Source: an optimization exercise on an open RTL-to-GDS flow (aim: small area, a short achievable clock period and few clock cycles per item). Production flows keep margins and buffers that such runs may drop.
In this exercise RTL edits were held to simulation tests only and were not proved equivalent to the original.

## run B
// tbc_arith
module tbc_arith (
    input  wire        clk,
    input  wire        rst,
    input  wire        start,
    input  wire [31:0] cmd,
    input  wire [31:0] arg0,
    input  wire [31:0] arg1,
    input  wire [31:0] arg2,
    input  wire [31:0] arg3,
    input  wire [31:0] arg4,
    output reg         busy,
    output reg         done,
    output reg  [3:0]  err,
    output reg  [31:0] res0,
    output reg  [31:0] res1,
    output reg  [31:0] res2,
    output reg  [31:0] res3,
    output reg  [31:0] res4,
    output reg  [31:0] res5,
    output reg  [31:0] budget_us
);
Size in the first run: ~480 flip-flops, ~430 I/O pins.
==> flow/config.mk <==
export PLATFORM = sky130hd
export DESIGN_NAME = tbc_arith
export DESIGN_NICKNAME = tbc_arith
export VERILOG_FILES = /design/flow/design.v
export SDC_FILE = /design/flow/constraint.sdc
export NUM_CORES = 4
export LEC_CHECK = 0
export CAP_MARGIN = 20
export CORE_MARGIN = 2
export CORE_UTILIZATION = 30
export SLEW_MARGIN = 20
==> flow/constraint.sdc <==
create_clock -name core_clock -period 25.0 [get_ports {clk}]
set_input_delay 5.0000 -clock core_clock [delete_from_list [all_inputs] [get_ports {clk}]]
set_output_delay 5.0000 -clock core_clock [all_outputs]
set_load 0.01 [all_outputs]
standard.sh (not shown) runs the stock make flow with config.mk's settings and CLKGATE_MAP_FILE= SYNTH_SCRIPT=/design/flow/synth_recipe.tcl, a recipe that flattens the netlist after the stock synthesis.
==> flow/flow/run.sh <==
#!/bin/bash
# Layout: the standard ORFS flow (standard synthesis, same SDC), with
# - the timing repair steps asked to leave a setup margin, so that they size
#   the critical paths for a period below the constraint's;
# - every input and output port still buffered, with a plain buf_1 cell.
# Make's output goes to flow_make.log here; each ORFS step keeps its own log
# under orfs/logs/.
set -euo pipefail
export BUFFER_PORTS_ARGS="-buffer_cell sky130_fd_sc_hd__buf_1"
bash standard.sh SETUP_SLACK_MARGIN=12 finish > flow_make.log 2>&1
Run B finished every step from synthesis to the final layout, and the layout passed the timing, design-rule and antenna checks.
Testbench counts of run B, summed over its fixed seeds: cycles 6,370, cmds 2,400.
--- input diff run B..run E ---
==> flow/flow/run.sh <==
#!/bin/bash
# Layout: the standard ORFS flow (standard synthesis, same SDC), with the
# timing repair steps asked to leave a setup margin, so that they size the
# critical paths for a period below the constraint's. Make's output goes to
# flow_make.log here; each ORFS step keeps its own log under orfs/logs/.
set -euo pipefail
bash standard.sh SETUP_SLACK_MARGIN=12 finish > flow_make.log 2>&1
==> run notes <==
Number of cells produced by synthesis came out exactly the same in run B and run E.
Run E ends up with a non-clock buffer count that is 8 lower than in run B.
Going from run B to run E, count of TritonRoute iterations in the first routing pass grows by 1.
o31ai_1 as the slowest cell on the critical path was reported by run B, and fa_1 by run E.
Run E ended up with a higher final critical-path setup slack than run B did.
Run E against run B; cell area is up by a few percent.
Share of the core filled with cells in the final layout delta for run E relative to run B: 1.0 points higher
Going from run B to run E, the clock buffer count from CTS was found to have gone down by 1.

== job 101 ==
Another version of the RTL of tbc_arith (not shown whole).
For scale: about 8900 cells after synthesis, ~480 flip-flops, roughly 430 I/O pins, roughly 72000 um2 of cells after synthesis.
==> flow/config.mk <==
export PLATFORM = sky130hd
export DESIGN_NAME = tbc_arith
export DESIGN_NICKNAME = tbc_arith
export VERILOG_FILES = /design/flow/design.v
export SDC_FILE = /design/flow/constraint.sdc
export NUM_CORES = 4
export LEC_CHECK = 0
export CAP_MARGIN = 10
export CORE_MARGIN = 2
export CORE_UTILIZATION = 30
export SLEW_MARGIN = 10
==> flow/constraint.sdc <==
create_clock -name core_clock -period 25.0 [get_ports {clk}]
set_input_delay 5.0000 -clock core_clock [delete_from_list [all_inputs] [get_ports {clk}]]
set_output_delay 5.0000 -clock core_clock [all_outputs]
set_load 0.01 [all_outputs]
==> flow/flow/run.sh <==
#!/bin/bash
# Layout: the standard ORFS flow (standard synthesis, same SDC), with
# - the timing repair steps asked to leave a setup margin, so that they size
#   the critical paths for a period below the constraint's;
# - every input and output port still buffered, with a plain buf_1 cell.
# Make's output goes to flow_make.log here; each ORFS step keeps its own log
# under orfs/logs/.
set -euo pipefail
export BUFFER_PORTS_ARGS="-buffer_cell sky130_fd_sc_hd__buf_1"
bash standard.sh SETUP_SLACK_MARGIN=12 finish > flow_make.log 2>&1
Testbench counts of job 101, summed over its fixed seeds: cycles 5,697, cmds 2,400.
Setup changes, job 101 to job 102
--- a/flow/config.mk
+++ b/flow/config.mk
@@ -6,6 +6,6 @@
 export NUM_CORES = 4
 export LEC_CHECK = 0
-export CAP_MARGIN = 10
+export CAP_MARGIN = 20
 export CORE_MARGIN = 2
 export CORE_UTILIZATION = 30
-export SLEW_MARGIN = 10
+export SLEW_MARGIN = 20
==> comparison <==
Looking at shortest period the worst path allows, job 102 sits 0.13 ns lower than job 101 does. Wire length on met1 for job 102 is higher than for job 101. Compared job 101 against job 102; final routed wirelength across all metal layers within noise. Diff job 101 -> job 102: synthesized cell count has remained practically unchanged, global-route usage has remained practically unchanged, final design instance area without fill has remained practically unchanged.

tbc_arith, a different RTL version from the one above (not shown whole).
For scale: about 8500 cells after synthesis, about 430 I/O pins, roughly 70000 sq um of cells after synthesis.
clock: 25.0 ns
lec_check: 0
cap_margin: 20
core_margin: 2
core_utilization: 30
slew_margin: 20
run.sh (not shown) runs the stock make flow with config.mk's settings and CLKGATE_MAP_FILE= SYNTH_SCRIPT=/design/flow/synth_recipe.tcl, a recipe that flattens the netlist after the stock synthesis.
Stock flow here: none of the scripts above is used.
Testbench counts at the start, summed over its fixed seeds: cycles 6,370, cmds 2,400.
==> next run, changes <==
--- a/flow/config.mk
+++ b/flow/config.mk
@@ -8,4 +8,5 @@
 export CAP_MARGIN = 20
 export CORE_MARGIN = 2
-export CORE_UTILIZATION = 30
+export CORE_UTILIZATION = 60
+export PLACE_DENSITY = 0.72
 export SLEW_MARGIN = 20
After rerunning:
- worst hold slack improves by 0.0057 ns
- maximum frequency falls by 1.1%
- setup slack loses 0.15 ns
- sequential share of layout area increases by 0.45 points
- via count went up by about 2.6%
- first-iteration DRC count went up by about 16%
- clock-buffer cell count stays the same
- routed wire length decreases by about 6%

what the ideal ports hide:
The flow's constraints put no driver on any port. The routed layouts listed below were extracted and timed again, unchanged, in two steps. Step 1 (the two cells are an assumption about what drives the block):
set clk [get_ports {clk}]
set_driving_cell -lib_cell sky130_fd_sc_hd__clkbuf_16 $clk
set_driving_cell -lib_cell sky130_fd_sc_hd__buf_2 [delete_from_list [all_inputs] $clk]
Step 2, shift: input delay + t, output delay - t, t = (earliest + latest rising clock arrival at the registers) / 2. This alone moves slack from input paths to output paths. a / b / c = no drivers / after step 1 / after step 2; a / b = the first two.
run | t (ns) | slack for setup (ns) | worst hold slack (ns) | worst data-port slew with drivers (ns) | pins driven straight from the clock port
run B | 0.804 | 12.388 / 12.468 / 11.664 | 0.450 / 0.450 / 0.450 | 0.13 | 1
run E | 0.809 | 12.507 / 12.581 / 11.772 | 0.454 / 0.454 / 0.454 | 0.12 | 1
job 101 | 0.802 | 12.145 / 12.227 / 11.425 | 0.457 / 0.457 / 0.457 | 0.09 | 1
job 102 | 0.823 | 12.275 / 12.275 / 11.574 | 0.450 / 0.450 / 0.450 | 0.08 | 1
the first run of note 3 | 0.794 | 11.269 / 11.269 / 10.690 | 0.450 / 0.450 / 0.450 | 0.16 | 1
the second run of note 3 | 0.752 | 11.123 / 11.123 / 10.871 | 0.455 / 0.455 / 0.455 | 0.08 | 1
After both steps setup and hold are still met in every run listed. For run E, which loses most, drivers alone change the setup slack by +0.074 ns; drivers and shift together by -0.735 ns.
